Source: an optimization exercise on an open RTL-to-GDS flow (aim: small area, a short achievable clock period and few clock cycles). Production flows keep margins and buffers that such runs may drop.
The RTL was checked by simulation tests, not by an equivalence proof against the original design.
No activity file was given, so power comes from the tool's default toggle rates.

// hobd_core
module hobd_core (
    input             clk,
    input             rst,
    input             p_valid,
    input      [9:0]  p_word,
    output     [1:0]  p_resp,
    input             c_valid,
    input      [3:0]  c_op,
    output            c_ready,
    output            c_done,
    output     [1:0]  c_ref,
    output     [31:0] c_resp,
    output            tx_valid,
    output     [31:0] tx_id,
    output     [3:0]  tx_dlc,
    output     [63:0] tx_data,
    input             tx_fail,
    output            diag_valid,
    output     [7:0]  diag_code,
    output            msg_valid,
    output     [7:0]  msg_type,
    output     [7:0]  msg_len,
    output reg        rx_en
);
    localparam FRAME_SYNC = 8'hFA;
    localparam MSG_DATA   = 8'h36;
    localparam OP_NOP = 4'h0, OP_INIT = 4'h1, OP_ENABLE = 4'h2, OP_DISABLE = 4'h3,
               OP_UPDATE = 4'h4, OP_RB_INIT = 4'h5, OP_RB_FLUSH = 4'h6, OP_RB_GET = 4'h7,
               OP_DEC_STEP = 4'h8, OP_PUBLISH = 4'h9, OP_RD_STATUS = 4'hA, OP_RD_COUNT = 4'hB;
    localparam L_UNINIT = 2'd0, L_DISABLED = 2'd1, L_ENABLED = 2'd2;
    localparam D_IDLE = 2'd0, D_LEN = 2'd1, D_PAYLOAD = 2'd2, D_CSUM = 2'd3;
    localparam W_TYPE = 2'd0, W_HI = 2'd1, W_LO = 2'd2, W_SZ = 2'd3;
    localparam S_IDLE = 3'd0, S_UPD = 3'd1, S_PUB = 3'd2, S_STEP = 3'd3, S_GET = 3'd4;
    reg [7:0]  buf_mem [0:63];
    reg [5:0]  head, tail, dptr;
    reg [5:0]  rptr;                 
    reg [7:0]  bq;                   
    reg        bqv;
    reg [6:0]  count;                
    reg [6:0]  ucnt;                 
    reg        overflow, err;
  ...
export LEC_CHECK = 0
export ABC_CLOCK_PERIOD_IN_PS = 5000
export CAP_MARGIN = 20
export CORE_MARGIN = 2
export CORE_UTILIZATION = 65
export CTS_CLUSTER_DIAMETER = 80
export CTS_CLUSTER_SIZE = 30
export PLACE_DENSITY = 0.72
export SETUP_SLACK_MARGIN = 5
export SLEW_MARGIN = 20
create_clock -name core_clock -period 10.0 [get_ports {clk}]
standard.sh (not shown) runs the stock make flow with config.mk's settings and CLKGATE_MAP_FILE= SYNTH_SCRIPT=/design/flow/synth_recipe.tcl, a recipe that flattens the netlist after the stock synthesis.
==> flow/flow/run.sh <==
#!/bin/bash
set -euo pipefail
cd "$(dirname "$0")/.."
bash standard.sh SETUP_SLACK_MARGIN=5.5 \
  "BUFFER_PORTS_ARGS=-buffer_cell sky130_fd_sc_hd__buf_2" finish > flow_make.log 2>&1
The baseline finished clean.
Testbench counts at the start, summed over its fixed seeds: cycles 39,405.
Next try:
==> flow/flow/run.sh (replaced) <==
#!/bin/bash
set -euo pipefail
cd "$(dirname "$0")/.."
bash standard.sh SETUP_SLACK_MARGIN=5.5 \
  "BUFFER_PORTS_ARGS=-buffer_cell sky130_fd_sc_hd__buf_4" finish > flow_make.log 2>&1
--- a/flow/config.mk
+++ b/flow/config.mk
@@ -8 +7,0 @@
-export ABC_CLOCK_PERIOD_IN_PS = 5000
@@ -11,4 +10,3 @@
-export CORE_UTILIZATION = 65
-export CTS_CLUSTER_DIAMETER = 80
-export CTS_CLUSTER_SIZE = 30
-export PLACE_DENSITY = 0.72
+export CORE_UTILIZATION = 55
+export CTS_CLUSTER_DIAMETER = 100
+export CTS_CLUSTER_SIZE = 28
=>
- fmax shrinks by 1.2%
- hold slack loses 0.022 ns
- critical path depth grows by 1
- die area grows by 18%
- global-route usage shrinks by 3.8 points
- worst setup slack loses 0.056 ns
Next try:
--- a/flow/flow/run.sh
+++ b/flow/flow/run.sh
@@ -4 +4 @@
-bash standard.sh SETUP_SLACK_MARGIN=5.5 \
+bash standard.sh SETUP_SLACK_MARGIN=5.6 \
--- a/flow/config.mk
+++ b/flow/config.mk
@@ -7,0 +8 @@
+export ABC_CLOCK_PERIOD_IN_PS = 5000
@@ -10,3 +11,4 @@
-export CORE_UTILIZATION = 55
-export CTS_CLUSTER_DIAMETER = 100
-export CTS_CLUSTER_SIZE = 28
+export CORE_UTILIZATION = 65
+export CTS_CLUSTER_DIAMETER = 80
+export CTS_CLUSTER_SIZE = 30
+export PLACE_DENSITY = 0.72
What happened: Clock-buffer cell count stays the same. Cell count goes down by 3.8%. Worst hold slack gets better by 0.017 ns. Routed wire length drops by 1.7%. Combinational power hardly moves. Clock skew went down by 0.0057 ns. First-iteration DRC count grows by 21%. Setup slack degrades by 0.051 ns. Cell area rose by 0.49%.
Next try:
--- a/flow/flow/run.sh
+++ b/flow/flow/run.sh
@@ -4 +4 @@
-bash standard.sh SETUP_SLACK_MARGIN=5.6 \
+bash standard.sh SETUP_SLACK_MARGIN=5.5 \
--- a/flow/config.mk
+++ b/flow/config.mk
@@ -11,2 +11,2 @@
-export CORE_UTILIZATION = 65
-export CTS_CLUSTER_DIAMETER = 80
+export CORE_UTILIZATION = 75
+export CTS_CLUSTER_DIAMETER = 70
@@ -14 +14 @@
-export PLACE_DENSITY = 0.72
+export PLACE_DENSITY = 0.82
Area after synthesis stays the same. Worst setup slack is worse by 0.13 ns. Hold slack is worse by 0.015 ns. Register-to-register slack is worse by 0.30 ns. Routed wire length increases by 13%. Utilization increases by 10 points. Cell area decreases by 1.1%. Sequential cell count is unchanged. Total power increases by about 3.5%. Sequential power hardly moves. Global-route usage increases by 8.4 points.

[port drivers added, routing unchanged]
The flow's constraints put no driver on any port. The routed layouts listed below were extracted and timed again, unchanged, in two steps.
Step 1: set_driving_cell puts a clkbuf_16 on clk and a buf_2 on each other input, an assumption about the parent block.
Step 2 adds t to the input delays and takes it off the output delays; t is the mean of the earliest and latest rising clock arrival at the registers after step 1. Input paths then give back, and output paths get back, about the clock's delay inside the block.
a / b / c = no drivers / after step 1 / after step 2; a / b = the first two.
run	shift t [ns]	slack for setup (ns)	latest minus earliest clock arrival (ns)	slew at the worst register clock pin (ns)
the first run	0.787	5.485 / 5.404 / 4.867	0.043 / 0.042	0.12 / 0.12
the second run	0.820	5.429 / 5.348 / 4.809	0.048 / 0.048	0.12 / 0.12
the third run	0.794	5.377 / 5.298 / 4.973	0.044 / 0.044	0.12 / 0.12
the fourth run	0.819	5.245 / 5.166 / 4.616	0.075 / 0.075	0.12 / 0.12
After both steps every run listed still meets setup and hold. The setup slack of the fourth run, which loses most, moves by -0.079 ns with the drivers and by -0.629 ns with both steps.
